Context: an optimization exercise on an open-source flow, tuned for small area, a short achievable clock period and few clock cycles per item. The choices shown serve that exercise and are no tape-out recipe.
RTL that was checked went through simulation tests only; none was proved equivalent to the original.
No functional check of the RTL was part of runs 7 and 8.
Power is estimated from default activity; no workload was simulated.

**flow/flow/run.sh**
```bash
#!/bin/bash
# Standard ORFS layout (the standard.sh) with these changes:
#  - the port buffers are made from the smallest buffer cell
#    (sky130_fd_sc_hd__buf_1) instead of buffer_ports' default choice;
#    timing repair still resizes them where the paths need it;
#  - synthesis leaves adders as plain gates for abc (ADDER_MAP_FILE empty)
#    rather than extracting them into fa/ha cells;
#  - clock tree synthesis adds no dummy load cells.
# Registers, their names and the synthesis script are otherwise unchanged.
set -uo pipefail
export BUFFER_PORTS_ARGS="-buffer_cell sky130_fd_sc_hd__buf_1"
export CTS_ARGS="-sink_clustering_enable -repair_clock_nets -dont_use_dummy_load -sink_clustering_size 40 -buf_list {sky130_fd_sc_hd__clkbuf_2 sky130_fd_sc_hd__clkbuf_4}"
bash standard.sh ADDER_MAP_FILE= finish > standard_flow.log 2>&1
status=$?
cp -r orfs/logs/sky130hd/bit_encoder/base orfs_logs 2>/dev/null
exit $status
```
**flow/standard.sh**
```bash
#!/bin/bash
# synth_recipe.tcl (not shown) runs the flow's synth.tcl, then flattens the netlist and writes it again
# the make line also repeats each setting of config.mk as NAME=value (left out here)
make -C /OpenROAD-flow-scripts/flow DESIGN_CONFIG=/design/flow/config.mk WORK_HOME=/design/flow/orfs CLKGATE_MAP_FILE= SYNTH_SCRIPT=/design/flow/synth_recipe.tcl "${@:-finish}"
```
**flow/config.mk**
```make
export PLATFORM = sky130hd
export DESIGN_NAME = bit_encoder
export DESIGN_NICKNAME = bit_encoder
export VERILOG_FILES = /design/flow/design.v
export SDC_FILE = /design/flow/constraint.sdc
export NUM_CORES = 4
export LEC_CHECK = 0
export ABC_AREA = 1
export CAP_MARGIN = 0
export CORE_MARGIN = 2
export CORE_UTILIZATION = 40
export PLACE_DENSITY = 0.6
export SETUP_SLACK_MARGIN = 3.05
export SLEW_MARGIN = 0
```
**flow/constraint.sdc**
```tcl
create_clock -name core_clock -period 6.0 [get_ports {clk}]
set_input_delay 1.2000 -clock core_clock [delete_from_list [all_inputs] [get_ports {clk}]]
set_output_delay 1.2000 -clock core_clock [all_outputs]
set_load 0.01 [all_outputs]
```
**flow/design.v**
```verilog
module bit_encoder (
    input  wire        clk,
    input  wire        rst,         
    input  wire        cmd_valid,
    output wire        cmd_ready,
    input  wire [31:0] cmd_data,
    output wire        out_valid,
    input  wire        out_ready,
    output wire [7:0]  out_data,
    output wire [15:0] status,
    output wire        err
);
    localparam [1:0] CAUSE_BAD_OP    = 2'd1;
    localparam [1:0] CAUSE_RSVD_NZ   = 2'd2;
    localparam [1:0] CAUSE_BAD_WIDTH = 2'd3;
    reg [7:1]  pb;
    reg [2:0]  pn;
    reg        err_q;
    reg [1:0]  ecause;
    reg        trunc;
    reg [7:0]  ob0;
    reg [7:0]  ob1;
    reg        ov;
    reg        ov2;
    wire [7:0] pb8 = {pb, 1'b0};
    wire [1:0]  op    = cmd_data[31:30];
    wire [4:0]  width = cmd_data[20:16];
    wire [15:0] value = cmd_data[15:0];
    wire rsvd_nz   = |cmd_data[29:21];
    wire low_nz    = |cmd_data[20:0];
    wire width_bad = (width == 5'd0) || (width > 5'd16);
    wire is_flush  = (op == 2'b01) && !rsvd_nz && !low_nz;
    wire is_encode = (op == 2'b00) && !rsvd_nz && !width_bad;
    wire [1:0] cause = op[1]                 ? CAUSE_BAD_OP :
                       (op[0] || rsvd_nz)    ? CAUSE_RSVD_NZ :
                                               CAUSE_BAD_WIDTH;
    wire       g0     = pn[0] & width[0];
    wire       p1     = pn[1] ^ width[1];
    wire       c1     = (pn[1] & width[1]) | (p1 & g0);
    wire       p2     = pn[2] ^ width[2];
    wire       c2     = (pn[2] & width[2]) | (p2 & c1);
    wire [2:0] pn_new = {p2 ^ c1, p1 ^ g0, pn[0] ^ width[0]};
    wire       nb0    = width[4] | width[3] | c2;      
    wire       nb2    = width[4] | (width[3] & c2);
    wire       nb_lane1 = !width[4] && (width[3] ^ c2);
    wire [23:0] ys0 = pn_new[0] ? {1'b0, value, 7'd0} : {value, 8'd0};
    wire [23:0] ys1 = pn_new[1] ? {2'b0, ys0[23:2]}  : ys0;
    wire [23:0] y   = pn_new[2] ? {4'b0, ys1[23:4]}  : ys1;
    wire [7:0]  lane  = nb2 ? y[23:16] : nb_lane1 ? y[15:8] : y[7:0];
    wire [7:0]  pmask = 8'hFF >> pn;
    wire [7:0]  top   = pb8 | (lane & pmask);
    wire [7:0]  byte1 = y[15:8];
    wire [7:0]  pb_lo = y[7:0];
    wire [7:0]  pb_nx = nb0 ? pb_lo : top;
    wire value_trunc = (|(lane & ~pmask))
                     | (!nb0 && (|y[15:8]))
                     | (!nb2 && (|y[23:16]));
    assign cmd_ready = !ov2 && (!ov || out_ready);
    wire   accept    = cmd_valid && cmd_ready;
    assign out_valid = ov;
    assign out_data  = ob0;
    always @(posedge clk) begin
        if (rst) begin
            ob0 <= 8'd0;
            ob1 <= 8'd0;
        end else begin
            if (!ov || out_ready)
                ob0 <= ov2 ? ob1 : top;
            if (!ov2)
                ob1 <= byte1;
        end
    end
    always @(posedge clk) begin
        if (rst) begin
            pb     <= 7'd0;
            pn     <= 3'd0;
            err_q  <= 1'b0;
            ecause <= 2'd0;
            trunc  <= 1'b0;
            ov     <= 1'b0;
            ov2    <= 1'b0;
        end else if (accept) begin
            ov  <= (is_encode && nb0) || (is_flush && pn != 3'd0);
            ov2 <= is_encode && nb2;
            if (is_encode) begin
                pb  <= pb_nx[7:1];
                pn  <= pn_new;
                if (value_trunc)
                    trunc <= 1'b1;
            end else if (is_flush) begin
                pb  <= 7'd0;
                pn  <= 3'd0;
            end else if (!err_q) begin
                err_q  <= 1'b1;
                ecause <= cause;
            end
        end else if (ov && out_ready) begin
            ov  <= ov2;
            ov2 <= 1'b0;
        end
    end
    assign status = {1'b0, trunc, ecause, err_q, pn, pb8};
    assign err    = err_q;
endmodule
```
==> results.yml, run 1 <==
setup_path:
  cp_max_fo: 2
  end_kind: "primary output"
  arrival_ns: 1.69
  worst-setup-path-type: "input pin to primary output"
  r2r.worst_path.cells: 15
  r2r_start: "pn[1]"
  r2r_end: "trunc"
  ff2ff_setup_slack_ns: 3.72
  critPathLaunchType: "input pin"
  crit_required_ns: 4.80
routing:
  routed_wl_um: 8060
  drt_iter0_drc: 171
  vias: 3169
  ant_nets: 0
  vias_per_cell: 5.21
  post-route-drc-count: 0
  wl_per_cell_um: 13.3
  drt-pass1-iter-count: 5
sta:
  final.period_utilization_pct: 48.1
  setup_viol: 0
  slew_viol_final: 0
  finalClockSkew_ns: 0.0283
  fin_hold_ws_ns: 0.478
  slew_headroom_pct: 62.3
  worstMarginPinSlew_ns: 0.560
  rsz0062_at_grt: "yes"
  finalWorstPathRequiredPeriod_ns: 2.89
  finalHoldViolations: 0
  fmax_mhz: 346
  fin_setup_tns_ns: 0
synthesis:
  synth_cells: 484
  yosysSeqAreaShare_pct: 23.9
  yosysWarnings: 1
  syn_avg_cell_area_um2: 5.55
  syn_area_um2: 2690
  synthDistinctLibCells: 39
  synth-seq-cells: 32
floorplan:
  die_width_um: 85.9
  pin_count: 63
  die_h_um: 85.9
  core_area_um2: 6420
  start_util_pct: 41.8
  die-area_um2: 7380
  rows: 29
power:
  p_seq_share_pct: 48.0
  totalPowerFinal_uw: 471
  p_sw_share_pct: 35.1
  leakage_nw: 1.47
  internal-power_uw: 306
  pwr-share-comb_pct: 29.1
  clkPwrFrac_pct: 22.9
  power_density_nw_per_um2: 158
  irDropWorstVdd_mv: 0.101
  p_sw_uw: 165
finish:
  num-nets-final: 569
  antennaDiodeCount: 0
  finish.utilization_pct: 46.4
  final_cells: 608
  drive_gt1_share_pct: 7.16
  syn2layout_area_growth_pct: 11.0
cts:
  postCtsHoldBufs: 0
  clockBufferDepth: 2
  cts_sinks: 32
  clk_pin_slew_ns: 0.09
  cts.htree.levels: 2
  cts_root_buf: "clkbuf_4"
  tritoncts: "yes"
  cts_buffers: 5
  worstSkewPairLatency_ns: 0.34
placed_design:
  routabilityCongestion: 0.963
  portBuffers: 60
  place_inst: 600
  dpl.hpwl_um: 6450
global_routing:
  gr-total-overflow: 0
  grt_max_degree: 33
  antenna_found_initial: 0
  grt_pass1_wl_um: 13500
  track_usage_pct: 22.4
  grt_pass1_vias: 2841
outcome:
  status: "no timing/DRC/antenna violations"
min_path:
  min_path_cells: 2
  min_to: "trunc"
  min_from: "trunc"
  holdCritPathClass: "flip-flop to flip-flop"
job:
  cap_violations: 0
## repair_timing
item | in CTS | in global routing
pin swaps | 1 | 1
setup buffers | 1 | 2
resized for setup | 2 | 13
endpoints found under the setup margin | 8 | 17
## cell usage in the layout, fill, tap and decap left out, types with 4 or more instances in the layout
master / netlist / final
nand2_1: 207 / 205
buf_1: 0 / 60
nand3_1: 53 / 53
inv_1: 41 / 41
dfxtp_1: 32 / 32
a21oi_1: 31 / 31
nor2_1: 32 / 28
o21ai_0: 16 / 16
clkbuf_4: 0 / 5
nand4_1: 4 / 4
a31o_2: 4 / 4
a31oi_1: 4 / 4
buf_4: 10 / 4
## cells in the mapped netlist, drive strengths merged
master | number | area, µm²
nor4 | 2 | 12.5
o21bai | 1 | 7.51
o211ai | 1 | 7.51
clkinv | 1 | 5.00
or2 | 1 | 6.26
a21oi | 33 | 173
nand3 | 55 | 293
o22ai | 1 | 6.26
and2 | 1 | 6.26
a31o | 4 | 35.0
nor3 | 3 | 20.0
buf | 16 | 118
a21o | 2 | 15.0
inv | 46 | 175
clkbuf | 7 | 26.3
a22oi | 2 | 15.0
nand3b | 1 | 7.51
conb | 1 | 3.75
dfxtp | 32 | 641
nand4 | 4 | 25.0
a32oi | 1 | 8.76
a31oi | 4 | 25.0
nand2 | 211 | 812
nor2 | 34 | 138
o21ai | 20 | 104
## cell type report
class / instances / area [µm²]
Clock buffer: 5 / 37.5
Fill cell: 727 / 3440
Inverter: 47 / 190
Multi-Input combinational cell: 383 / 1760
Sequential cell: 32 / 641
Tap cell: 77 / 96.3
Timing Repair Buffer: 64 / 255
## metrics by stage
stage | cell area, µm² | worst slack, ns
floorplan | 2690 | 3.11
global placement | 2870 | 2.54
detailed placement | 2870 | 2.53
CTS | 2930 | 3.08
global route | 2980 | 2.96
finish | 2980 | 3.11
## routing by layer
metal	part of all wire, %	track usage (%)	wire, µm
met5	0	0	0
met4	0.93	4.33	75
met3	3.7	3.56	298
met2	47	37.2	3810
met1	48	30.7	3880
## state kept, by name, indices dropped and copies added, names as in the netlist
signal	count
ob1	8
ov	1
pn	3
trunc	1
err_q	1
ov2	1
pb	7
ecause	2
ob0	8
## power groups by stage
| stage | registers, mW | logic [mW] | clock network, mW |
|---|---|---|---|
| 5_1_grt | 0.227 | 0.155 | 0.120 |
| 4_1_cts | 0.226 | 0.133 | 0.110 |
| 6_report | 0.226 | 0.137 | 0.108 |
| 3_5_place_dp | 0.231 | 0.133 | 0 |
| 3_3_place_gp | 0.231 | 0.133 | 0 |
| 2_1_floorplan | 0.233 | 0.0951 | 0 |
## worst max path at each step
stage | endpoint | from
6_report | cmd_ready | out_ready
5_1_grt | trunc | cmd_data[16]
4_1_cts | trunc | cmd_data[16]
3_5_place_dp | pb[2] | out_ready
3_3_place_gp | pb[7] | out_ready
2_1_floorplan | cmd_ready | out_ready
## cells by family after synthesis
kind of cell | share of synthesized area [%]
and+or+nand+nor | 49.2
buffers and inverters | 12.1
AOI/OAI and AO/OA | 14.8
DFF | 23.9
other | 0.140
## critical path, cell delays in order
cell    delay, ns
buf_1        0.09
nor2_2       0.18
nor2_4       0.07
buf_1        0.15
Testbench counts, summed over its fixed seeds: cycles 13,921, items 13,063.
==> inputs of run 2 (changes only) <==
--- a/flow/config.mk
+++ b/flow/config.mk
@@ -8,7 +8,7 @@
 export ABC_AREA = 1
-export CAP_MARGIN = 0
+export CAP_MARGIN = 20
 export CORE_MARGIN = 2
-export CORE_UTILIZATION = 40
-export PLACE_DENSITY = 0.6
+export CORE_UTILIZATION = 50
+export PLACE_DENSITY = 0.7
 export SETUP_SLACK_MARGIN = 3.05
-export SLEW_MARGIN = 0
+export SLEW_MARGIN = 20
==> run 2 against run 1 <==
Sequential power about the same; clock skew decreased by 0.0049 ns; synthesized cell count unchanged; register-to-register slack got worse by 0.03 ns; final cell count increased by 0.16%; clock power about the same; still clean on timing, DRC and antenna; critical endpoint unchanged; sequential share of layout area decreased by 0.36 points; area after synthesis unchanged.
==> results.yml, run 2 <==
outcome:
  status: "no timing/DRC/antenna violations"
synthesis:
  synth.top_cell.area_share_pct: 28.9
  yosysWarnings: 1
  yosysSeqAreaShare_pct: 23.9
  async_reset_ff_share_pct: 0
  synth-seq-cells: 32
  synth-main-ff-cell: "dfxtp_1"
  yosysTopAreaCell: "nand2_1"
  synthDistinctLibCells: 39
  syn_area_um2: 2690
  synth_cells: 484
  syn_avg_cell_area_um2: 5.55
  synth.area.top_cells: "nand2_1, dfxtp_1, nand3_1, a21oi_1, inv_1"
  synthMostInstantiatedCell: "nand2_1"
  synth_common_cells: "nand2_1, nand3_1, inv_1, dfxtp_1, nor2_1"
  synth-edff-count: 0
cts:
  cts_buffers: 5
  clockBufferDepth: 2
  postCtsHoldBufs: 0
  worstSkewPairLatency_ns: 0.33
  clk_pin_slew_ns: 0.08
  cts_root_buf: "clkbuf_4"
  cts.htree.levels: 2
  tritoncts: "yes"
  cts_sinks: 32
finish:
  finish.utilization_pct: 59.0
  top_regs: "ob0: 8 flops, ob1: 8 flops, pb: 7 flops"
  syn2layout_area_growth_pct: 12.9
  nFillCells: 577
  regArea_um2: 641
  num-nets-final: 577
  final_cells: 609
  multi_input_area_um2: 1770
  mostFrequentLayoutCells: "nand2_1, buf_1, nand3_1, inv_1, dfxtp_1"
  drive_gt1_share_pct: 8.35
  final_area_um2: 3030
  antennaDiodeCount: 0
  layout_commonest_cell: "nand2_1"
setup_path:
  slowest_stage: "nor2_2"
  arrival_ns: 1.66
  r2r_start: "pn[0]"
  crit_chain: "buf_1 -> nor2_2 -> nor2_4 -> buf_1"
  cp_max_fo: 2
  critPathLaunch: "out_ready"
  critPathLaunchType: "input pin"
  slowest_delay_ns: 0.17
  ff2ff_setup_slack_ns: 3.69
  timing.critical_path.mode_cell: "buf_1"
  end_kind: "primary output"
  r2r.worst_path.cells: 19
  crit_required_ns: 4.80
  setup.worst_path.end: "cmd_ready"
  worst-setup-path-type: "input pin to primary output"
  r2r_end: "trunc"
power:
  leakage_nw: 1.51
  p_sw_uw: 163
  totalPowerFinal_uw: 473
  p_seq_share_pct: 47.8
  irDropWorstVdd_mv: 0.103
  power_density_nw_per_um2: 156
  internal-power_uw: 309
  p_sw_share_pct: 34.6
  pwr-share-comb_pct: 29.7
  clkPwrFrac_pct: 22.5
routing:
  wl_per_cell_um: 12.6
  drt-pass1-iter-count: 5
  vias_per_cell: 5.23
  post-route-drc-count: 0
  drt_iter0_drc: 252
  ant_nets: 0
  routed_wl_um: 7680
  vias: 3185
sta:
  final.period_utilization_pct: 47.7
  finalClockSkew_ns: 0.0234
  slew_viol_final: 0
  setup_viol: 0
  rsz0062_at_grt: "yes"
  worstMarginPinSlew_ns: 0.549
  slew_headroom_pct: 63.1
  finalWorstPathRequiredPeriod_ns: 2.86
  fmax_mhz: 350
  fin_setup_tns_ns: 0
  finalHoldViolations: 0
placed_design:
  dpl.hpwl_um: 5910
  routabilityCongestion: 0.914
  place_inst: 593
  portBuffers: 60
  place_area_um2: 2870
floorplan:
  core_area_um2: 5140
  rows: 26
  die_h_um: 77.3
  die-area_um2: 5970
  pin_count: 63
  die_width_um: 77.3
  start_util_pct: 52.2
global_routing:
  gr-total-overflow: 0
  grt_pass1_wl_um: 12400
  grt_pass1_vias: 2776
  antenna_found_initial: 0
  grt_max_degree: 33
  track_usage_pct: 25.3
min_path:
  holdCritPathClass: "flip-flop to flip-flop"
job:
  cap_violations: 0
-- run 2: logic make-up (layout without fill, tap and decap cells) --
group / Yosys count / count (layout) / share of synthesized area, %
AND/OR/NAND/NOR: 312 / 312 / 49.2
buffers and inverters: 70 / 124 / 12.1
AO/OA/AOI/OAI: 69 / 69 / 14.8
flip-flops: 32 / 32 / 23.9
other: 1 / 2 / 0.140
-- run 2: routing by layer --
metal	track usage, %	vias up	routed length [µm]
li1	-	1655	-
met1	32.9	1397	3560
met2	43.0	114	3540
met3	4.47	19	439
met4	6.79	0	138
met5	0	-	0
-- run 2: worst min path at each step --
stage / startpoint / slack (ns) / end / cells past startpoint
CTS: trunc / 0.47 / trunc / 2
detailed placement: ob1[5] / 0.46 / ob1[5] / 2
floorplan: trunc / 0.44 / trunc / 2
global route: ecause[0] / 0.50 / ecause[0] / 2
finish: trunc / 0.47 / trunc / 2
global placement: ob1[5] / 0.46 / ob1[5] / 2
-- run 2: power by group through the flow --
stage	registers [mW]	logic (mW)	clock network, mW
final	0.226	0.140	0.106
after global routing	0.227	0.158	0.118
after CTS	0.226	0.131	0.107
after detailed placement	0.231	0.131	0
after global placement	0.231	0.130	0
after floorplan	0.233	0.0951	0
-- run 2: critical path, delay by kind of cell --
| family | cells | cell delay [ns] |
|---|---|---|
| buf+inv | 2 | 0.23 |
| simple gates | 2 | 0.23 |
-- run 2: area by class of cell --
class	count	share of cell area, %
timing repair buffer	72	10.3
sequential	32	21.1
inverter	47	6.19
tap	70	2.89
clock buffer	5	1.24
multi-input combinational	383	58.2
-- run 2: metrics by stage --
stage               setup slack [ns]  hold WS (ns)
floorplan                       3.11         0.441
global placement                2.62         0.455
detailed placement              2.63         0.460
CTS                             3.09         0.474
global route                    3.02         0.496
finish                          3.14         0.472
-- run 2: timing repair --
action                     4_1_cts  5_1_grt
gates resized for setup          4       11
pin swaps                        1        3
setup endpoints to repair       10       12
buffers inserted                 1       10
==> inputs of run 3 (changes only) <==
--- a/flow/config.mk
+++ b/flow/config.mk
@@ -10,4 +10,4 @@
 export CORE_MARGIN = 2
-export CORE_UTILIZATION = 50
-export PLACE_DENSITY = 0.7
+export CORE_UTILIZATION = 40
+export PLACE_DENSITY = 0.5
 export SETUP_SLACK_MARGIN = 3.05
==> run 3 against run 2 <==
Still clean on timing, DRC and antenna; cell area grew 2.4%; die area is 24% higher; utilization fell by 11 points; area after synthesis is the same; non-clock buffer count down 1; via count fell by 0.94%; register-to-register slack got worse by 0.12 ns; sequential share of layout area fell by 0.50 points; flip-flop and latch count did not move; count of clock-buffer cells in the layout did not move; critical path type unchanged.
==> results.yml, run 3 <==
routing:
  post-route-drc-count: 0
  drt_iter0_drc: 218
  vias: 3155
  routed_wl_um: 8570
  drt-pass1-iter-count: 5
  wl_per_cell_um: 13.9
  ant_nets: 0
  vias_per_cell: 5.12
synthesis:
  async_reset_ff_share_pct: 0
  yosysTopAreaCell: "nand2_1"
  yosysWarnings: 1
  synth-main-ff-cell: "dfxtp_1"
  yosysSeqAreaShare_pct: 23.9
  synth-edff-count: 0
  synth_common_cells: "nand2_1, nand3_1, inv_1, dfxtp_1, nor2_1"
  synth-seq-cells: 32
  synth_cells: 484
  synth.area.top_cells: "nand2_1, dfxtp_1, nand3_1, a21oi_1, inv_1"
  synthMostInstantiatedCell: "nand2_1"
  synth.top_cell.area_share_pct: 28.9
  syn_avg_cell_area_um2: 5.55
  synthDistinctLibCells: 39
  syn_area_um2: 2690
finish:
  final_cells: 616
  regArea_um2: 641
  syn2layout_area_growth_pct: 15.7
  multi_input_area_um2: 1820
  mostFrequentLayoutCells: "nand2_1, buf_1, nand3_1, inv_1, dfxtp_1"
  antennaDiodeCount: 0
  layout_commonest_cell: "nand2_1"
  drive_gt1_share_pct: 9.65
  nFillCells: 727
  num-nets-final: 577
  top_regs: "ob0: 8 flops, ob1: 8 flops, pb: 7 flops"
placed_design:
  routabilityCongestion: 0.900
  dpl.hpwl_um: 6580
  portBuffers: 60
  place_inst: 600
cts:
  cts_buffers: 5
  postCtsHoldBufs: 0
  cts.htree.levels: 2
  cts_sinks: 32
  cts_root_buf: "clkbuf_4"
  tritoncts: "yes"
  clk_pin_slew_ns: 0.08
  worstSkewPairLatency_ns: 0.34
  clockBufferDepth: 2
setup_path:
  worst-setup-path-type: "input pin to primary output"
  cp_max_fo: 2
  crit_required_ns: 4.80
  critPathLaunchType: "input pin"
  arrival_ns: 1.68
  end_kind: "primary output"
sta:
  worstMarginPinSlew_ns: 0.512
  setup_viol: 0
  final.period_utilization_pct: 48.0
  slew_headroom_pct: 65.8
  slew_viol_final: 0
  fmax_mhz: 347
  rsz0062_at_grt: "yes"
  finalClockSkew_ns: 0.0244
  finalHoldViolations: 0
  fin_setup_tns_ns: 0
  finalWorstPathRequiredPeriod_ns: 2.88
min_path:
  holdCritPathClass: "flip-flop to flip-flop"
global_routing:
  track_usage_pct: 23.5
  grt_pass1_wl_um: 13800
  gr-total-overflow: 0
  grt_max_degree: 33
  grt_pass1_vias: 2927
  antenna_found_initial: 0
floorplan:
  die_h_um: 85.9
  die_width_um: 85.9
  rows: 29
  start_util_pct: 41.8
  core_area_um2: 6420
  pin_count: 63
  die-area_um2: 7380
power:
  leakage_nw: 1.54
  power_density_nw_per_um2: 154
  irDropWorstVdd_mv: 0.0917
job:
  cap_violations: 0
outcome:
  status: "no timing/DRC/antenna violations"
==> run 3: cell counts after synthesis <==
No cell type changed its count.
==> run 3: final cells by class <==
| cell class | count | area share (%) |
|---|---|---|
| Clock buffer | 5 | 1.21 |
| Inverter | 47 | 6.41 |
| Multi-Input combinational cell | 384 | 58.5 |
| Sequential cell | 32 | 20.6 |
| Tap cell | 77 | 3.10 |
| Timing Repair Buffer | 71 | 10.1 |
==> run 3: worst paths after layout <==
path	from	end	slack, ns	depth (start not counted)
worst max register to register	pn[2]	trunc	3.57	16
worst min register to register	ecause[0]	ecause[0]	0.47	2
worst min-delay path	ecause[0]	ecause[0]	0.47	2
worst max-delay path	out_ready	cmd_ready	3.12	4
==> run 3: through the flow <==
stage                     setup slack, ns  hold WS (ns)  area, µm²  power [mW]  util, %
after global routing                 3.03         0.492       3110       0.510     48.4
final                                3.12         0.472       3110       0.479     48.4
after floorplan                      3.11         0.441       2690       0.329        -
after global placement               2.42         0.457       2870       0.366     44.7
after detailed placement             2.45         0.459       2870       0.365     44.7
after CTS                            3.07         0.472       2930       0.471     45.7
==> run 3: routing by layer <==
| metal | global-route usage (%) | routed length, µm |
|---|---|---|
| met4 | 3.32 | 63 |
| met2 | 38.5 | 3880 |
| met1 | 33.3 | 4240 |
| met5 | 0 | 0 |
| met3 | 3.66 | 389 |
==> run 3: what timing repair did <==
action                                  CTS  global route
endpoints found under the setup margin    8            16
pin swaps                                 1             4
setup buffers                             2             8
resized for setup                         2            29
hold endpoints to repair                  0             0
cloned                                    0             1
==> run 3: power by group <==
| group | total [mW] | switching (mW) | internal, mW |
|---|---|---|---|
| Combinational | 0.145 | 0.0968 | 0.0483 |
| Clock | 0.108 | 0.0684 | 0.0391 |
| Sequential | 0.226 | 0.00342 | 0.222 |
==> run 3: cells by family (layout without fill, tap and decap cells) <==
kind of cell,count (synthesis),after routing,share of synthesized area [%]
flip-flops,32,32,23.9
buffers and inverters,70,123,12.1
AO/OA/AOI/OAI,69,69,14.8
other,1,2,0.140
AND/OR/NAND/NOR,312,313,49.2
==> run 3: critical path, cell delays in order <==
cell    delay (ns)
buf_1         0.10
nor2_2        0.18
nor2_4        0.06
buf_1         0.14
==> inputs of run 4 (changes only) <==
--- a/flow/config.mk
+++ b/flow/config.mk
@@ -11,4 +11,4 @@
 export CORE_UTILIZATION = 40
-export PLACE_DENSITY = 0.5
-export SETUP_SLACK_MARGIN = 3.05
+export PLACE_DENSITY = 0.6
+export SETUP_SLACK_MARGIN = 3.12
 export SLEW_MARGIN = 20
==> run 4 against run 3 <==
Synthesized cell count unchanged; critical path depth is 14 higher; count of clock-buffer cells in the layout is the same; clock skew is 0.0041 ns lower; largest cell class unchanged; largest power group unchanged.
==> results.yml, run 4 <==
routing:
  vias_per_cell: 5.19
  drt-pass1-iter-count: 5
  routed_wl_um: 8350
  ant_nets: 0
  drt_iter0_drc: 206
  wl_per_cell_um: 13.6
  post-route-drc-count: 0
  vias: 3176
synthesis:
  synth-simple-area-share_pct: 49.2
  syn_area_um2: 2690
  synth.top_cell.area_share_pct: 28.9
  synth_cells: 484
  synth_top_family_by_area: "simple AND/OR/NAND/NOR gates"
  synth-seq-cells: 32
  yosysTopAreaCell: "nand2_1"
  synth_common_cells: "nand2_1, nand3_1, inv_1, dfxtp_1, nor2_1"
  synthMostInstantiatedCell: "nand2_1"
  yosys.area_share.adder_pct: 0
  synthXorXnorAreaFrac_pct: 0
  yosysSeqAreaShare_pct: 23.9
  synth-main-ff-cell: "dfxtp_1"
  synth-edff-count: 0
  synthDistinctLibCells: 39
  synth.area.top_cells: "nand2_1, dfxtp_1, nand3_1, a21oi_1, inv_1"
  synth_mux_area_share_pct: 0
  async_reset_ff_share_pct: 0
  yosysWarnings: 1
  syn_avg_cell_area_um2: 5.55
  synth_compound_area_share_pct: 14.8
power:
  power_density_nw_per_um2: 155
  irDropWorstVdd_mv: 0.104
  totalPowerFinal_uw: 477
  leakage_nw: 1.51
cts:
  cts_sinks: 32
  worstSkewPairLatency_ns: 0.33
  clk_pin_slew_ns: 0.10
  clockBufferDepth: 2
  cts_buffers: 5
  cts.htree.levels: 2
  cts_root_buf: "clkbuf_4"
  tritoncts: "yes"
setup_path:
  cp_max_fo: 6
  end_kind: "flip-flop"
  path_delay_family: "simple AND/OR/NAND/NOR gates"
  crit_required_ns: 6.26
  slowest_stage: "buf_2"
  cp_num_buf_inv: 4
  worst-setup-path-type: "input pin to flip-flop"
  critPathLaunchType: "input pin"
  arrival_ns: 3.10
  timing.critical_path.mode_cell: "nand2_1"
  slowest_delay_ns: 0.19
  crit_chain: "buf_1 -> nand2_2 -> clkinv_2 -> nor2_4 -> buf_2 -> buf_4 -> nand2_1 -> nand3_1 -> nand2_1 -> nand2_1 -> nand2_1 -> nand2_1 -> nand3_1 -> a21oi_1 -> nor2_1 -> nand3_1 -> nand2_1 -> a21oi_2"
min_path:
  holdCritPathClass: "flip-flop to flip-flop"
sta:
  fin_setup_tns_ns: 0
  final.period_utilization_pct: 47.3
  worstMarginPinSlew_ns: 0.513
  finalHoldViolations: 0
  finalClockSkew_ns: 0.0202
  rsz0062_at_grt: "yes"
  slew_viol_final: 0
  finalWorstPathRequiredPeriod_ns: 2.84
  fin_hold_ws_ns: 0.474
  fmax_mhz: 353
  slew_headroom_pct: 65.8
  setup_viol: 0
finish:
  nFillCells: 737
  num-nets-final: 573
  finish.utilization_pct: 47.7
  antennaDiodeCount: 0
  drive_gt1_share_pct: 9.35
  top_regs: "ob0: 8 flops, ob1: 8 flops, pb: 7 flops"
  mostFrequentLayoutCells: "nand2_1, buf_1, nand3_1, inv_1, dfxtp_1"
  syn2layout_area_growth_pct: 14.2
  final_area_um2: 3070
  layout_commonest_cell: "nand2_1"
placed_design:
  dpl.hpwl_um: 6530
  place_area_um2: 2870
  routabilityCongestion: 0.962
  portBuffers: 60
floorplan:
  rows: 29
  pin_count: 63
  start_util_pct: 41.8
  die_width_um: 85.9
  die_h_um: 85.9
  die-area_um2: 7380
  core_area_um2: 6420
global_routing:
  gr-total-overflow: 0
  grt_pass1_wl_um: 13300
  track_usage_pct: 22.5
  antenna_found_initial: 0
  grt_pass1_vias: 2812
  grt_max_degree: 33
job:
  cap_violations: 0
outcome:
  status: "no timing/DRC/antenna violations"
## run 4: report_power, final
part	internal (mW)	switching, mW
registers	0.222	0.00349
logic	0.0471	0.0955
clock network	0.0392	0.0690
## run 4: path summary, 6_finish.rpt
path	cells past startpoint	start	slack (ns)	endpoint
worst max register to register	17	pn[2]	3.69	trunc
worst max-delay path	18	cmd_data[16]	3.16	trunc
worst min register to register	2	ecause[1]	0.47	ecause[1]
worst min-delay path	2	ecause[1]	0.47	ecause[1]
## run 4: layout make-up
cell class | instances | area (µm²) | area share (%)
multi-input combinational | 383 | 1800 | 58.8
sequential | 32 | 641 | 20.9
timing repair buffer | 68 | 304 | 9.91
inverter | 47 | 185 | 6.04
tap | 77 | 96.3 | 3.14
clock buffer | 5 | 37.5 | 1.22
## run 4: layer usage
layer  share of wire, %  up-vias  GRT usage [%]
met5                  0        -              0
met4                1.0        0           5.77
met3                4.9        8           3.56
met2                 46       99           37.4
met1                 48     1418           30.5
li1                   -     1651              -
## run 4: kinds of logic after synthesis
logic type	after synthesis
and+or+nand+nor	312
buffers and inverters	70
AOI/OAI and AO/OA	69
DFF	32
other	1
## run 4: stage by stage
| step | setup WS, ns | instances |
|---|---|---|
| global placement | 2.48 | 600 |
| global route | 3.02 | 612 |
| finish | 3.16 | 612 |
| CTS | 3.12 | 607 |
| detailed placement | 2.42 | 600 |
| floorplan | 3.21 | 485 |
## run 4: worst min-delay path: stages, from the launching register on
cell,delay [ns]
dfxtp_1,0.32
nand2_1,0.06
a21oi_1,0.06
## run 4: repair_timing
item                                    CTS  global route
setup buffers                             2             5
hold buffers                              0             0
pin swaps                                 1             4
endpoints found under the setup margin   12            17
hold endpoints to repair                  0             0
gates resized for setup                   6            21
==> inputs of run 5 (changes only) <==
--- a/flow/config.mk
+++ b/flow/config.mk
@@ -12,3 +12,3 @@
 export PLACE_DENSITY = 0.6
-export SETUP_SLACK_MARGIN = 3.12
+export SETUP_SLACK_MARGIN = 3.08
 export SLEW_MARGIN = 20
==> run 5 against run 4 <==
Maximum frequency shrank 1.4%; register-to-register slack is essentially flat; still clean on timing, DRC and antenna; clock skew grew 0.0083 ns; synthesized cell count is the same; non-clock buffer count grew 1; worst setup slack lost 0.041 ns; wire length shrank 2.7%.
==> results.yml, run 5 <==
min_path:
  min_path_cells: 2
  min_from: "trunc"
  min_to: "trunc"
  holdCritPathClass: "flip-flop to flip-flop"
synthesis:
  synth-edff-count: 0
  synth_cells: 484
  synth.area.top_cells: "nand2_1, dfxtp_1, nand3_1, a21oi_1, inv_1"
  synth-main-ff-cell: "dfxtp_1"
  syn_area_um2: 2690
  synthMostInstantiatedCell: "nand2_1"
  yosysTopAreaCell: "nand2_1"
  synth_common_cells: "nand2_1, nand3_1, inv_1, dfxtp_1, nor2_1"
  synth.top_cell.area_share_pct: 28.9
  synth-seq-cells: 32
  synthDistinctLibCells: 39
  yosysWarnings: 1
  async_reset_ff_share_pct: 0
  yosysSeqAreaShare_pct: 23.9
  syn_avg_cell_area_um2: 5.55
floorplan:
  pin_count: 63
  die_h_um: 85.9
  die-area_um2: 7380
  core_area_um2: 6420
  start_util_pct: 41.8
  die_width_um: 85.9
  rows: 29
routing:
  drt_iter0_drc: 147
  wl_met3_um: 312
  vias: 3173
  ant_nets: 0
  drt-pass1-iter-count: 4
  dr_wl_met2_um: 3860
  vias_per_cell: 5.18
  wl_met1_um: 3850
  top_layer_used: "met4"
  post-route-drc-count: 0
  wl_per_cell_um: 13.3
  routed_wl_um: 8130
global_routing:
  antenna_found_initial: 0
  grt_pass1_vias: 2841
  track_usage_pct: 22.4
  gr-total-overflow: 0
  grt_max_degree: 33
  grt_pass1_wl_um: 13500
setup_path:
  crit_required_ns: 6.22
  r2r.worst_path.cells: 16
  ff2ff_setup_slack_ns: 3.69
  critPathLaunchType: "input pin"
  end_kind: "flip-flop"
  r2r_start: "pn[2]"
  arrival_ns: 3.10
  path_delay_family: "simple AND/OR/NAND/NOR gates"
  crit_chain: "buf_1 -> nor2_1 -> nand3_1 -> nor4_1 -> nand4_1 -> and2_1 -> or2_2 -> a32oi_1 -> a21oi_1"
  slowest_stage: "nor4_1"
  worst-setup-path-type: "input pin to flip-flop"
  r2r_end: "trunc"
  cp_num_buf_inv: 1
  slowest_delay_ns: 0.48
  cp_max_fo: 10
finish:
  layout_commonest_cell: "nand2_1"
  mostFrequentLayoutCells: "nand2_1, buf_1, nand3_1, inv_1, dfxtp_1"
  drive_gt1_share_pct: 8.02
  top_regs: "ob0: 8 flops, ob1: 8 flops, pb: 7 flops"
  antennaDiodeCount: 0
  num-nets-final: 574
  syn2layout_area_growth_pct: 13.0
power:
  power_density_nw_per_um2: 156
  totalPowerFinal_uw: 474
  irDropWorstVdd_mv: 0.102
  leakage_nw: 1.50
cts:
  clockBufferDepth: 2
  worstSkewPairLatency_ns: 0.33
  cts.htree.levels: 2
  cts_buffers: 5
  cts_root_buf: "clkbuf_4"
  postCtsHoldBufs: 0
  clk_pin_slew_ns: 0.11
  tritoncts: "yes"
  cts_sinks: 32
sta:
  slew_viol_final: 0
  finalClockSkew_ns: 0.0286
  fin_setup_tns_ns: 0
  final.period_utilization_pct: 47.9
  fmax_mhz: 348
  worstMarginPinSlew_ns: 0.619
  fin_hold_ws_ns: 0.478
  rsz0062_at_grt: "yes"
  finalHoldViolations: 0
  setup_viol: 0
  slew_headroom_pct: 58.4
  finalWorstPathRequiredPeriod_ns: 2.88
placed_design:
  portBuffers: 60
  routabilityCongestion: 0.963
  dpl.hpwl_um: 6450
job:
  cap_violations: 0
outcome:
  status: "no timing/DRC/antenna violations"
run 5: cell counts after synthesis:
Identical to the previous run, type by type.
run 5: how the worst max path moves through the flow:
stage | start | to | cells past startpoint | slack (ns)
5_1_grt | cmd_data[16] | trunc | 19 | 2.99
3_5_place_dp | out_ready | pb[2] | 9 | 2.53
4_1_cts | cmd_data[16] | trunc | 15 | 3.08
2_1_floorplan | out_ready | cmd_ready | 3 | 3.11
6_report | cmd_data[5] | pb[7] | 9 | 3.12
3_3_place_gp | out_ready | pb[7] | 9 | 2.54
run 5: where the power goes:
group          leakage [nW]  internal (mW)  switching [mW]
Clock                0.0230         0.0391          0.0680
Sequential            0.263          0.223         0.00353
Combinational          1.22         0.0466          0.0942
Total                  1.50          0.308           0.166
run 5: per-stage QoR:
stage	util, %	cell area, µm²	worst slack (ns)	std cells
global placement	44.7	2870	2.54	600
global route	47.2	3030	2.99	613
CTS	45.6	2930	3.08	606
floorplan	-	2690	3.11	485
detailed placement	44.7	2870	2.53	600
finish	47.2	3030	3.12	613
run 5: cell families (layout without fill, tap and decap cells):
family	Yosys count	count (layout)	synth area share (%)
DFF	32	32	23.9
and+or+nand+nor	312	312	49.2
other	1	2	0.140
AOI/OAI and AO/OA	69	69	14.8
buffers and inverters	70	121	12.1
run 5: worst min-delay path, stage by stage, from the launching register on:
cell     delay (ns)
dfxtp_1        0.33
inv_1          0.06
a21oi_2        0.05
run 5: metal layers:
metal / track usage, % / vias up
li1: - / 1651
met1: 30.7 / 1452
met2: 37.2 / 61
met3: 3.56 / 9
met4: 4.33 / 0
met5: 0 / -
run 5: layout make-up:
class / count / area (µm²)
fillers: 722 / 3390
multi-input cells: 383 / 1770
flip-flops and latches: 32 / 641
repair buffers: 69 / 293
inverters: 47 / 193
well taps: 77 / 96.3
clock buffers: 5 / 37.5
run 5: repair_timing:
item / CTS / global route
pin swaps: 1 / 4
setup endpoints to repair: 9 / 18
buffers inserted: 1 / 7
gates resized for setup: 2 / 16
==> inputs of run 6 (changes only) <==
--- a/flow/config.mk
+++ b/flow/config.mk
@@ -12,3 +12,4 @@
 export PLACE_DENSITY = 0.6
-export SETUP_SLACK_MARGIN = 3.08
+export SETUP_SLACK_MARGIN = 3.2
 export SLEW_MARGIN = 20
+export TNS_END_PERCENT = 0
==> run 6 against run 5 <==
Wire length is 6.4% higher; synthesized cell count stayed put; sequential power hardly changed; highest routed layer unchanged; global-route usage is 0.21 points higher; critical path depth is 5 lower; clock skew is 0.0062 ns lower; clock power hardly changed; utilization is 2.5 points higher; register-to-register slack better by 0.06 ns; via count is 3.2% higher; sequential share of layout area is 1.1 points lower; cell area is 5.4% higher.
==> results.yml, run 6 <==
outcome:
  status: "no timing/DRC/antenna violations"
floorplan:
  start_util_pct: 41.8
  die_h_um: 85.9
  pin_count: 63
  rows: 29
  die_width_um: 85.9
  core_area_um2: 6420
  die-area_um2: 7380
synthesis:
  syn_area_um2: 2690
  yosysSeqAreaShare_pct: 23.9
  yosysTopAreaCell: "nand2_1"
  synth-edff-count: 0
  async_reset_ff_share_pct: 0
  yosysWarnings: 1
  synth-seq-cells: 32
  synth.area.top_cells: "nand2_1, dfxtp_1, nand3_1, a21oi_1, inv_1"
  synthMostInstantiatedCell: "nand2_1"
  synth-main-ff-cell: "dfxtp_1"
  synth_common_cells: "nand2_1, nand3_1, inv_1, dfxtp_1, nor2_1"
  synth.top_cell.area_share_pct: 28.9
  synth_cells: 484
  synthDistinctLibCells: 39
  syn_avg_cell_area_um2: 5.55
sta:
  fin_setup_tns_ns: 0
  finalWorstPathRequiredPeriod_ns: 2.83
  final.period_utilization_pct: 47.2
  fmax_mhz: 353
  slew_headroom_pct: 66.0
  worstMarginPinSlew_ns: 0.510
  slew_viol_final: 0
  rsz0062_at_grt: "yes"
  finalClockSkew_ns: 0.0224
  finalHoldViolations: 0
  setup_viol: 0
  worst_slack_ns: 3.17
setup_path:
  r2r.worst_path.cells: 19
  slowest_delay_ns: 0.14
  end_kind: "primary output"
  ff2ff_setup_slack_ns: 3.75
  critPathLaunchType: "input pin"
  crit_required_ns: 4.80
  r2r_end: "trunc"
  cp_max_fo: 3
  cp.depth: 4
  arrival_ns: 1.63
  setup.worst_path.end: "cmd_ready"
  critPathLaunch: "out_ready"
  slowest_stage: "buf_6"
  worst-setup-path-type: "input pin to primary output"
  r2r_start: "pn[0]"
  cp_num_buf_inv: 2
  crit_chain: "buf_6 -> nor2_4 -> nor2_4 -> buf_6"
  path_delay_family: "buffers and inverters"
finish:
  nFillCells: 732
  final_cells: 624
  num-nets-final: 585
  mostFrequentLayoutCells: "nand2_1, buf_1, nand3_1, inv_1, dfxtp_1"
  top_regs: "ob0: 8 flops, ob1: 8 flops, pb: 7 flops"
  layout_commonest_cell: "nand2_1"
  syn2layout_area_growth_pct: 19.1
  drive_gt1_share_pct: 11.7
  antennaDiodeCount: 0
placed_design:
  dp_slack_ns: 2.42
  portBuffers: 60
  dpl.hpwl_um: 6530
  routabilityCongestion: 0.962
  place_inst: 600
global_routing:
  gr-total-overflow: 0
  track_usage_pct: 22.6
  grt_pass1_wl_um: 13400
  grt_max_degree: 33
  antenna_found_initial: 0
  grt_pass1_vias: 2816
cts:
  clk_pin_slew_ns: 0.09
  cts_root_buf: "clkbuf_4"
  cts_buffers: 5
  cts.htree.levels: 2
  tritoncts: "yes"
  clockBufferDepth: 2
  worstSkewPairLatency_ns: 0.33
  cts_sinks: 32
  postCtsHoldBufs: 0
power:
  power_density_nw_per_um2: 151
  irDropWorstVdd_mv: 0.104
  leakage_nw: 1.58
routing:
  routed_wl_um: 8650
  post-route-drc-count: 0
  vias: 3274
  drt_iter0_drc: 188
  wl_per_cell_um: 13.9
  vias_per_cell: 5.25
  ant_nets: 0
  drt-pass1-iter-count: 5
min_path:
  min_path_cells: 2
  min_from: "ecause[1]"
  holdCritPathClass: "flip-flop to flip-flop"
job:
  cap_violations: 0
run 6: cell counts after synthesis:
No cell type changed its count.
run 6: stage by stage:
| step | power [mW] | cell area (µm²) | utilization, % | hold slack (ns) |
|---|---|---|---|---|
| floorplan | 0.329 | 2690 | - | 0.441 |
| global placement | 0.365 | 2870 | 44.7 | 0.458 |
| detailed placement | 0.364 | 2870 | 44.7 | 0.460 |
| CTS | 0.471 | 2950 | 46.0 | 0.473 |
| global route | 0.516 | 3200 | 49.8 | 0.499 |
| finish | 0.484 | 3200 | 49.8 | 0.475 |
run 6: area by class of cell:
cell class	count	area, µm²	area share, %
Multi-Input combinational cell	384	1840	57.5
Sequential cell	32	641	20.0
Timing Repair Buffer	79	384	12.0
Inverter	47	201	6.30
Tap cell	77	96.3	3.01
Clock buffer	5	37.5	1.17
run 6: worst min path at each step:
stage,end,slack (ns)
after CTS,ecause[1],0.47
after floorplan,trunc,0.44
final,ecause[1],0.47
after global routing,ecause[1],0.50
after detailed placement,ecause[1],0.46
after global placement,ecause[0],0.46
run 6: timing repair:
| item | 4_1_cts | 5_1_grt |
|---|---|---|
| cloned | 0 | 1 |
| setup endpoints to repair | 14 | 18 |
| resized for setup | 9 | 29 |
| buffers inserted | 2 | 16 |
| pin swaps | 2 | 7 |
run 6: logic make-up (layout without fill, tap and decap cells):
group           after synthesis  count (layout)  share of synthesized area (%)
other cells                   1               2                          0.140
simple gates                312             313                           49.2
buf+inv                      70             131                           12.1
flops                        32              32                           23.9
compound gates               69              69                           14.8
run 6: power breakdown:
part,total (mW),switching (mW),internal (mW)
combinational,0.150,0.0986,0.0513
clock,0.108,0.0689,0.0392
sequential,0.226,0.00349,0.222
run 6: per-layer routing:
layer  global-route usage (%)  vias to the layer above  routed length (µm)
li1                         -                     1670                   -
met1                     30.6                     1492                4170
met2                     37.4                      100                3950
met3                     3.56                       12                 401
met4                     5.77                        0                 131
met5                        0                        -                   0
run 6: worst min-delay path, delay by kind of cell (launching register included):
family	cells	cell delay, ns
simple gates	1	0.06
compound gates	1	0.06
flops	1	0.32
==> inputs of run 7 (changes only) <==
--- a/flow/design.v
+++ b/flow/design.v
@@ -17,4 +17,3 @@
     reg [2:0]  pn;
-    reg        err_q;
-    reg [1:0]  ecause;
+    reg [1:0]  ecause;     
     reg        trunc;
@@ -25,2 +24,3 @@
     wire [7:0] pb8 = {pb, 1'b0};
+    wire       err_q = |ecause;
     wire [1:0]  op    = cmd_data[31:30];
@@ -76,3 +76,2 @@
             pn     <= 3'd0;
-            err_q  <= 1'b0;
             ecause <= 2'd0;
@@ -93,3 +92,2 @@
             end else if (!err_q) begin
-                err_q  <= 1'b1;
                 ecause <= cause;
--- a/flow/config.mk
+++ b/flow/config.mk
@@ -12,4 +12,3 @@
 export PLACE_DENSITY = 0.6
-export SETUP_SLACK_MARGIN = 3.2
+export SETUP_SLACK_MARGIN = 3.05
 export SLEW_MARGIN = 20
-export TNS_END_PERCENT = 0
==> run 7 against run 6 <==
Still clean on timing, DRC and antenna; first-iteration DRC count up 29%; count of clock-buffer cells in the layout unchanged; sequential power down 3%; synthesized cell count shrank 2.3%; critical path type unchanged; critical endpoint unchanged; largest power group unchanged.
==> results.yml, run 7 <==
outcome:
  status: "no timing/DRC/antenna violations"
floorplan:
  die_width_um: 87.6
  core_area_um2: 6790
  rows: 30
  pin_count: 63
  die_h_um: 87.6
  die-area_um2: 7680
  start_util_pct: 41.2
synthesis:
  synth_cells: 473
  yosysWarnings: 1
  synth_top_family_by_area: "simple AND/OR/NAND/NOR gates"
  synthMostInstantiatedCell: "nand2_1"
  synth-main-ff-cell: "dfxtp_1"
  synth_compound_area_share_pct: 14.5
  synth_common_cells: "nand2_1, nand3_1, a21oi_1, inv_1, dfxtp_1"
  syn_avg_cell_area_um2: 5.91
  yosys.area_share.adder_pct: 0
  synth.area.top_cells: "nand2_1, dfxtp_1, nand3_1, a21oi_1, inv_1"
  synth-edff-count: 0
  synth_mux_area_share_pct: 0
  yosysSeqAreaShare_pct: 22.2
  yosysTopAreaCell: "nand2_1"
  synthDistinctLibCells: 46
  synth-seq-cells: 31
  synthXorXnorAreaFrac_pct: 0.626
  synth-simple-area-share_pct: 51.6
  syn_area_um2: 2800
  synth.top_cell.area_share_pct: 25.2
  async_reset_ff_share_pct: 0
finish:
  final_cells: 630
  antennaDiodeCount: 0
  layout_commonest_cell: "nand2_1"
  top_regs: "ob0: 8 flops, ob1: 8 flops, pb: 7 flops"
  mostFrequentLayoutCells: "nand2_1, buf_1, nand3_1, a21oi_1, inv_1"
  drive_gt1_share_pct: 15.4
  num-nets-final: 572
  syn2layout_area_growth_pct: 14.3
placed_design:
  portBuffers: 60
  routabilityCongestion: 0.990
  place_inst: 612
  dp_slack_ns: 2.47
  dpl.hpwl_um: 6840
routing:
  vias: 3170
  drt_iter0_drc: 243
  routed_wl_um: 8600
  post-route-drc-count: 0
  wl_per_cell_um: 13.7
  vias_per_cell: 5.03
  ant_nets: 0
  drt-pass1-iter-count: 5
global_routing:
  track_usage_pct: 23.3
  grt_max_degree: 32
  grt_pass1_wl_um: 14100
  antenna_found_initial: 0
  gr-total-overflow: 0
  grt_pass1_vias: 2995
sta:
  final.period_utilization_pct: 48.6
  fin_hold_ws_ns: 0.462
  fin_setup_tns_ns: 0
  setup_viol: 0
  finalHoldViolations: 0
  finalClockSkew_ns: 0.0305
  slew_viol_final: 0
  worst_slack_ns: 3.08
  finalWorstPathRequiredPeriod_ns: 2.92
  rsz0062_at_grt: "no"
  fmax_mhz: 343
setup_path:
  cp.depth: 4
  cp_num_buf_inv: 2
  worst-setup-path-type: "input pin to primary output"
  crit_chain: "buf_1 -> nor2_2 -> nor2_4 -> clkbuf_2"
  cp_max_fo: 5
  path_delay_family: "buffers and inverters"
  critPathLaunchType: "input pin"
  r2r.worst_path.cells: 16
  crit_required_ns: 4.80
  arrival_ns: 1.72
  slowest_delay_ns: 0.16
  slowest_stage: "nor2_4"
  end_kind: "primary output"
min_path:
  holdCritPathClass: "flip-flop to flip-flop"
  min_path_cells: 2
cts:
  clk_pin_slew_ns: 0.08
  clockBufferDepth: 2
  worstSkewPairLatency_ns: 0.35
  cts_root_buf: "clkbuf_4"
  tritoncts: "yes"
  cts.htree.levels: 2
  cts_buffers: 5
  cts_sinks: 31
job:
  cap_violations: 0
power:
  power_density_nw_per_um2: 150
  totalPowerFinal_uw: 479
  leakage_nw: 1.56
  irDropWorstVdd_mv: 0.0947
run 7: cell count changes after synthesis, sizes merged, moves of 2 or more:
| cell | delta |
|---|---|
| nor2 | +2 |
| a21oi | +4 |
| buf | -3 |
| inv | -7 |
| a22oi | -2 |
| nand3 | -5 |
| a31oi | -2 |
run 7: cell families after synthesis:
group	Yosys count
XOR/XNOR	2
AND/OR/NAND/NOR	309
AO/OA/AOI/OAI	70
flip-flops	31
other	1
buffers and inverters	60
run 7: through the flow:
stage                     utilization [%]  instance area (µm²)
after floorplan                         -                 2800
after global routing                 47.0                 3200
after CTS                            44.9                 3050
after detailed placement             44.3                 3010
after global placement               44.3                 3010
final                                47.0                 3200
run 7: layer usage:
layer	track usage [%]	share of wire (%)	vias up
met1	30.5	45	1419
met5	0	0	-
met3	4.81	5.3	12
met2	40.5	48	101
li1	-	-	1638
met4	3.50	1.2	0
run 7: what timing repair did:
action	CTS	global route
endpoints found under the hold margin	0	0
buffers inserted	0	12
cloned	0	1
endpoints found under the setup margin	17	15
hold buffers	0	0
resized for setup	2	10
pin swaps	0	5
run 7: final cells by class:
type	instances	area, µm²
clock buffers	5	37.5
fillers	762	3600
inverters	41	169
multi-input cells	384	1900
flip-flops and latches	31	621
well taps	96	120
repair buffers	73	352
run 7: report_power, final:
part	internal, mW	switching (mW)	leakage [nW]
Clock	0.0390	0.0648	0.0230
Sequential	0.215	0.00338	0.254
Combinational	0.0532	0.103	1.28
Total	0.308	0.171	1.56
run 7: worst reg2reg max path, stage by stage, from the launching register on:
cell and delay (ns):
dfxtp_1 0.56, inv_1 0.17, nand2_1 0.14, nand3_4 0.12
nand3_1 0.14, nand2_4 0.15, buf_4 0.18, nand2_1 0.09
nand2_1 0.06, nor2_1 0.12, nand3_1 0.09, nand2_1 0.06
nand3_1 0.08, nor2_1 0.11, nand2_1 0.07, nand2_1 0.08
a21oi_2 0.05
run 7: final timing paths:
| path | from | end | slack, ns |
|---|---|---|---|
| setup / recovery | out_ready | cmd_ready | 3.08 |
| hold / removal | trunc | trunc | 0.46 |
| setup reg to reg | pn[1] | trunc | 3.63 |
| hold reg to reg | trunc | trunc | 0.46 |
==> inputs of run 8 (changes only) <==
--- a/flow/config.mk
+++ b/flow/config.mk
@@ -12,3 +12,3 @@
 export PLACE_DENSITY = 0.6
-export SETUP_SLACK_MARGIN = 3.05
+export SETUP_SLACK_MARGIN = 2.95
 export SLEW_MARGIN = 20
==> run 8 against run 7 <==
Combinational power down 3%; critical path depth did not move; final cell count shrank 0.79%; first-iteration DRC count grew 0.82%; sequential share of layout area rose by 0.37 points; synthesized cell count is the same; power is 0.86% lower; critical endpoint unchanged; utilization is 0.88 points lower; still clean; via count is 1.4% lower; non-clock buffer count fell by 5; count of clock-buffer cells in the layout did not move.
==> results.yml, run 8 <==
synthesis:
  synth_common_cells: "nand2_1, nand3_1, a21oi_1, inv_1, dfxtp_1"
  synth-main-ff-cell: "dfxtp_1"
  yosysWarnings: 1
  synthMostInstantiatedCell: "nand2_1"
  yosysTopAreaCell: "nand2_1"
  syn_avg_cell_area_um2: 5.91
  synth_cells: 473
  async_reset_ff_share_pct: 0
  syn_area_um2: 2800
  synth.area.top_cells: "nand2_1, dfxtp_1, nand3_1, a21oi_1, inv_1"
  synth.top_cell.area_share_pct: 25.2
  synth-seq-cells: 31
  synthDistinctLibCells: 46
  yosysSeqAreaShare_pct: 22.2
  synth-edff-count: 0
setup_path:
  crit_required_ns: 4.80
  path_delay_family: "simple AND/OR/NAND/NOR gates"
  slowest_stage: "nor2_1"
  cp_max_fo: 5
  end_kind: "primary output"
  timing.critical_path.mode_cell: "buf_1"
  arrival_ns: 1.74
  worst-setup-path-type: "input pin to primary output"
  crit_chain: "buf_1 -> nor2_1 -> nor2_4 -> buf_1"
  critPathLaunchType: "input pin"
  cp_num_buf_inv: 2
  slowest_delay_ns: 0.22
finish:
  drive_gt1_share_pct: 13.4
  antennaDiodeCount: 0
  mostFrequentLayoutCells: "nand2_1, buf_1, nand3_1, a21oi_1, inv_1"
  num-nets-final: 567
  layout_commonest_cell: "nand2_1"
  syn2layout_area_growth_pct: 12.1
  nFillCells: 767
  top_regs: "ob0: 8 flops, ob1: 8 flops, pb: 7 flops"
routing:
  vias: 3126
  drt-pass1-iter-count: 4
  wl_per_cell_um: 13.7
  routed_wl_um: 8540
  post-route-drc-count: 0
  drt_iter0_drc: 245
  ant_nets: 0
  vias_per_cell: 5.00
sta:
  final.period_utilization_pct: 49.0
  fin_hold_ws_ns: 0.462
  slew_headroom_pct: 66.8
  finalClockSkew_ns: 0.0279
  worstMarginPinSlew_ns: 0.498
  setup_viol: 0
  finalWorstPathRequiredPeriod_ns: 2.94
  fmax_mhz: 340
  worst_slack_ns: 3.06
  fin_setup_tns_ns: 0
  finalHoldViolations: 0
  rsz0062_at_grt: "no"
  slew_viol_final: 0
floorplan:
  die_h_um: 87.6
  die_width_um: 87.6
  rows: 30
  pin_count: 63
  core_area_um2: 6790
  die-area_um2: 7680
  start_util_pct: 41.2
placed_design:
  routabilityCongestion: 0.990
  dpl.hpwl_um: 6840
  dp_slack_ns: 2.47
  portBuffers: 60
outcome:
  status: "no timing/DRC/antenna violations"
cts:
  cts_sinks: 31
  clk_pin_slew_ns: 0.08
  cts_root_buf: "clkbuf_4"
  tritoncts: "yes"
  postCtsHoldBufs: 0
  cts.htree.levels: 2
  clockBufferDepth: 2
  worstSkewPairLatency_ns: 0.35
  cts_buffers: 5
job:
  cap_violations: 0
global_routing:
  grt_max_degree: 32
  antenna_found_initial: 0
  grt_pass1_vias: 2995
  grt_pass1_wl_um: 14100
  gr-total-overflow: 0
  track_usage_pct: 23.3
power:
  power_density_nw_per_um2: 151
  leakage_nw: 1.52
  irDropWorstVdd_mv: 0.0952
  totalPowerFinal_uw: 474
min_path:
  holdCritPathClass: "flip-flop to flip-flop"
==> run 8: timing repair <==
item | 4_1_cts | 5_1_grt
resized for setup | 2 | 3
buffers inserted | 0 | 7
pin swaps | 0 | 4
endpoints found under the setup margin | 9 | 6
cloned | 0 | 1
==> run 8: path summary, 6_finish.rpt <==
path	endpoint	startpoint	cells past startpoint	slack, ns
setup / recovery	cmd_ready	out_ready	4	3.06
hold reg to reg	trunc	trunc	2	0.46
setup reg to reg	trunc	pn[1]	18	3.62
hold / removal	trunc	trunc	2	0.46
==> run 8: metal layers <==
layer | GRT usage (%) | part of all wire [%] | up-vias
li1 | - | - | 1630
met5 | 0 | 0 | -
met2 | 40.5 | 48 | 73
met3 | 4.81 | 4.6 | 8
met4 | 3.50 | 0.83 | 0
met1 | 30.5 | 46 | 1415
==> run 8: per-stage QoR <==
stage / std cells / utilization [%] / cell area, µm²
2_1_floorplan: 474 / - / 2800
5_1_grt: 625 / 46.2 / 3140
3_3_place_gp: 612 / 44.3 / 3010
4_1_cts: 617 / 44.9 / 3050
6_report: 625 / 46.2 / 3140
3_5_place_dp: 612 / 44.3 / 3010
==> run 8: layout make-up <==
class / count / area [µm²] / share of cell area [%]
clock buffer: 5 / 37.5 / 1.20
inverter: 41 / 168 / 5.35
multi-input combinational: 384 / 1890 / 60.3
sequential: 31 / 621 / 19.8
tap: 96 / 120 / 3.83
timing repair buffer: 68 / 298 / 9.50
==> run 8: logic make-up after synthesis <==
| family | Yosys count | share of synthesized area, % |
|---|---|---|
| flops | 31 | 22.2 |
| simple gates | 309 | 51.6 |
| buf+inv | 60 | 11.0 |
| compound gates | 70 | 14.5 |
| xor+xnor | 2 | 0.627 |
| other cells | 1 | 0.134 |
==> run 8: power by group <==
group	leakage, nW	switching, mW	internal [mW]
registers	0.254	0.00340	0.215
clock network	0.0230	0.0650	0.0390
logic	1.24	0.101	0.0500
==> run 8: worst reg2reg max path: stages (launching register included) <==
cell and delay, ns:
dfxtp_1 0.57, inv_1 0.17, nand2_1 0.14, nand3_4 0.12
nand2_8 0.14, buf_4 0.14, nand2_1 0.06, o21ai_1 0.09
nand2_1 0.13, nand2_1 0.09, nand2_1 0.05, nor2_1 0.08
nand2_1 0.07, nand2_1 0.06, nand3_1 0.07, nor2_1 0.11
nand2_1 0.07, nand2_1 0.08, a21oi_2 0.05
==> inputs of run 9 (changes only) <==
--- a/flow/design.v
+++ b/flow/design.v
@@ -17,3 +17,4 @@
     reg [2:0]  pn;
-    reg [1:0]  ecause;     
+    reg        err_q;
+    reg [1:0]  ecause;
     reg        trunc;
@@ -24,3 +25,2 @@
     wire [7:0] pb8 = {pb, 1'b0};
-    wire       err_q = |ecause;
     wire [1:0]  op    = cmd_data[31:30];
@@ -76,2 +76,3 @@
             pn     <= 3'd0;
+            err_q  <= 1'b0;
             ecause <= 2'd0;
@@ -92,2 +93,3 @@
             end else if (!err_q) begin
+                err_q  <= 1'b1;
                 ecause <= cause;
--- a/flow/flow/run.sh
+++ b/flow/flow/run.sh
@@ -12,3 +12,3 @@
 export CTS_ARGS="-sink_clustering_enable -repair_clock_nets -dont_use_dummy_load -sink_clustering_size 40 -buf_list {sky130_fd_sc_hd__clkbuf_2 sky130_fd_sc_hd__clkbuf_4}"
-bash standard.sh ADDER_MAP_FILE= finish > standard_flow.log 2>&1
+bash standard.sh ADDER_MAP_FILE= SKIP_GATE_CLONING=1 finish > standard_flow.log 2>&1
 status=$?
--- a/flow/config.mk
+++ b/flow/config.mk
@@ -12,3 +12,3 @@
 export PLACE_DENSITY = 0.6
-export SETUP_SLACK_MARGIN = 2.95
+export SETUP_SLACK_MARGIN = 3.05
 export SLEW_MARGIN = 20
==> run 9 against run 8 <==
Cell area down 4.9%; area after synthesis decreased by 4.0%; wire length shrank 5.6%; die area fell by 3.8%; clock power is 4% higher; utilization up 0.25 points; worst setup slack better by 0.052 ns; largest power group unchanged; highest routed layer unchanged.
==> results.yml, run 9 <==
power:
  power_density_nw_per_um2: 158
  leakage_nw: 1.47
  p_sw_uw: 165
  p_sw_share_pct: 35.1
  irDropWorstVdd_mv: 0.101
  p_seq_share_pct: 48.0
  clkPwrFrac_pct: 22.9
  pwr-share-comb_pct: 29.1
  internal-power_uw: 306
finish:
  top_regs: "ob0: 8 flops, ob1: 8 flops, pb: 7 flops"
  drive_gt1_share_pct: 7.16
  antennaDiodeCount: 0
  nFillCells: 727
  layout_commonest_cell: "nand2_1"
  syn2layout_area_growth_pct: 11.0
  num-nets-final: 569
  finish.utilization_pct: 46.4
  mostFrequentLayoutCells: "nand2_1, buf_1, nand3_1, inv_1, dfxtp_1"
setup_path:
  slowest_stage: "nor2_2"
  end_kind: "primary output"
  timing.critical_path.mode_cell: "buf_1"
  slowest_delay_ns: 0.18
  worst-setup-path-type: "input pin to primary output"
  cp_num_buf_inv: 2
  crit_chain: "buf_1 -> nor2_2 -> nor2_4 -> buf_1"
  crit_required_ns: 4.80
  path_delay_family: "simple AND/OR/NAND/NOR gates"
  arrival_ns: 1.69
  critPathLaunchType: "input pin"
  cp_max_fo: 2
min_path:
  holdCritPathClass: "flip-flop to flip-flop"
synthesis:
  synth.top_cell.area_share_pct: 28.9
  synth-edff-count: 0
  synthDistinctLibCells: 39
  synth-seq-cells: 32
  synth_cells: 484
  syn_area_um2: 2690
  synth_common_cells: "nand2_1, nand3_1, inv_1, dfxtp_1, nor2_1"
  synth.area.top_cells: "nand2_1, dfxtp_1, nand3_1, a21oi_1, inv_1"
  yosysWarnings: 1
  yosysSeqAreaShare_pct: 23.9
  yosysTopAreaCell: "nand2_1"
  async_reset_ff_share_pct: 0
  synth-main-ff-cell: "dfxtp_1"
  syn_avg_cell_area_um2: 5.55
  synthMostInstantiatedCell: "nand2_1"
job:
  cap_violations: 0
sta:
  worstMarginPinSlew_ns: 0.560
  finalHoldViolations: 0
  slew_viol_final: 0
  fin_setup_tns_ns: 0
  rsz0062_at_grt: "yes"
  finalWorstPathRequiredPeriod_ns: 2.89
  finalClockSkew_ns: 0.0283
  final.period_utilization_pct: 48.1
  setup_viol: 0
  slew_headroom_pct: 62.3
  fmax_mhz: 346
floorplan:
  die-area_um2: 7380
  die_width_um: 85.9
  start_util_pct: 41.8
  pin_count: 63
  core_area_um2: 6420
  die_h_um: 85.9
  rows: 29
cts:
  cts_root_buf: "clkbuf_4"
  cts_buffers: 5
  tritoncts: "yes"
  cts_sinks: 32
  clockBufferDepth: 2
  cts.htree.levels: 2
  clk_pin_slew_ns: 0.09
  worstSkewPairLatency_ns: 0.34
routing:
  wl_per_cell_um: 13.3
  ant_nets: 0
  vias: 3169
  drt_iter0_drc: 171
  routed_wl_um: 8060
  vias_per_cell: 5.21
  post-route-drc-count: 0
  drt-pass1-iter-count: 5
outcome:
  status: "no timing/DRC/antenna violations"
global_routing:
  track_usage_pct: 22.4
  grt_max_degree: 33
  grt_pass1_vias: 2841
  antenna_found_initial: 0
  gr-total-overflow: 0
  grt_pass1_wl_um: 13500
placed_design:
  routabilityCongestion: 0.963
  dpl.hpwl_um: 6450
  portBuffers: 60
==> run 9: kinds of logic after synthesis <==
logic type	after synthesis	share of synthesized area (%)
simple gates	312	49.2
buf+inv	70	12.1
compound gates	69	14.8
flops	32	23.9
other cells	1	0.140
==> run 9: area by class of cell <==
| cell class | instances | area [µm²] | share of cell area [%] |
|---|---|---|---|
| clock buffers | 5 | 37.5 | 1.26 |
| inverters | 47 | 190 | 6.38 |
| multi-input cells | 383 | 1760 | 59.1 |
| flip-flops and latches | 32 | 641 | 21.5 |
| well taps | 77 | 96.3 | 3.23 |
| repair buffers | 64 | 255 | 8.56 |
==> run 9: layer usage <==
metal  track usage, %  share of wire [%]
met5                0                  0
met4             4.33               0.93
met3             3.56                3.7
met2             37.2                 47
met1             30.7                 48
==> run 9: per-stage QoR <==
| stage | hold WS [ns] | cell area, µm² | cells | total power [mW] | worst slack [ns] |
|---|---|---|---|---|---|
| 2_1_floorplan | 0.441 | 2690 | 485 | 0.329 | 3.11 |
| 3_3_place_gp | 0.457 | 2870 | 600 | 0.364 | 2.54 |
| 3_5_place_dp | 0.458 | 2870 | 600 | 0.364 | 2.53 |
| 4_1_cts | 0.477 | 2930 | 606 | 0.469 | 3.08 |
| 5_1_grt | 0.491 | 2980 | 608 | 0.503 | 2.96 |
| 6_report | 0.478 | 2980 | 608 | 0.471 | 3.11 |
==> run 9: what timing repair did <==
action,4_1_cts,5_1_grt
setup endpoints to repair,8,17
pin swaps,1,1
gates resized for setup,2,13
hold buffers,0,0
gates cloned,0,0
setup buffers,1,2
==> run 9: worst paths after layout <==
kind,startpoint,end,slack [ns],depth (start not counted)
worst max register to register,pn[1],trunc,3.72,15
worst max-delay path,out_ready,cmd_ready,3.11,4
worst min-delay path,trunc,trunc,0.48,2
worst min register to register,trunc,trunc,0.48,2
==> run 9: power by group through the flow <==
| stage | clock (mW) | sequential (mW) | combinational, mW |
|---|---|---|---|
| floorplan | 0 | 0.233 | 0.0951 |
| global placement | 0 | 0.231 | 0.133 |
| detailed placement | 0 | 0.231 | 0.133 |
| CTS | 0.110 | 0.226 | 0.133 |
| global route | 0.120 | 0.227 | 0.155 |
| finish | 0.108 | 0.226 | 0.137 |
==> run 9: worst register-to-register path, cell delays in order, from the launching register on <==
cell and delay, ns:
dfxtp_1 0.53, nand2_1 0.20, o21ai_1 0.12, nand2_1 0.11
nand2_1 0.14, nand2_1 0.08, nand2_2 0.19, inv_1 0.19
nand3_1 0.16, nand2_1 0.10, nand2_1 0.07, nand2_1 0.05
inv_1 0.05, nand3_1 0.07, nand2_1 0.07, a21oi_2 0.05
Testbench counts of run 9, summed over its fixed seeds: cycles 13,921, items 13,063.

-- static timing again, ports no longer ideal --
The flow's constraints put no driver on any port. The routed layouts listed below were extracted and timed again, unchanged, in two steps.
Step 1, drivers: a clkbuf_16 drives clk and a buf_2 each remaining input, both assumed.
Step 2 moves the port delays by t, midway between the first and last clock arrival at a register: inputs arrive t later, outputs are due t later. That takes back most of the time a late clock gives input paths.
Three values: ideal, step 1, step 2; two values: the first two.
run | t (ns) | setup slack, ns | hold WS [ns] | clock arrival spread, ns | pins driven straight from the clock port
run 1 | 0.350 | 3.114 / 3.089 / 2.853 | 0.478 / 0.478 / 0.478 | 0.028 / 0.028 | 1
run 2 | 0.348 | 3.140 / 3.119 / 2.834 | 0.472 / 0.472 / 0.472 | 0.023 / 0.024 | 1
run 3 | 0.349 | 3.117 / 3.094 / 2.845 | 0.472 / 0.472 / 0.472 | 0.025 / 0.024 | 1
run 4 | 0.343 | 3.165 / 3.152 / 2.826 | 0.474 / 0.474 / 0.474 | 0.021 / 0.020 | 1
run 5 | 0.346 | 3.124 / 3.099 / 2.779 | 0.478 / 0.478 / 0.478 | 0.029 / 0.029 | 1
run 6 | 0.342 | 3.166 / 3.133 / 2.925 | 0.475 / 0.475 / 0.475 | 0.023 / 0.022 | 1
run 7 | 0.363 | 3.082 / 3.058 / 2.876 | 0.462 / 0.462 / 0.462 | 0.030 / 0.031 | 1
run 8 | 0.363 | 3.061 / 3.040 / 2.815 | 0.462 / 0.462 / 0.462 | 0.028 / 0.028 | 1
run 9 | 0.350 | 3.114 / 3.089 / 2.853 | 0.478 / 0.478 / 0.478 | 0.028 / 0.028 | 1
After both steps every run listed still meets setup and hold. The setup slack of run 5, which loses most, moves by -0.025 ns with the drivers and by -0.345 ns with both steps.
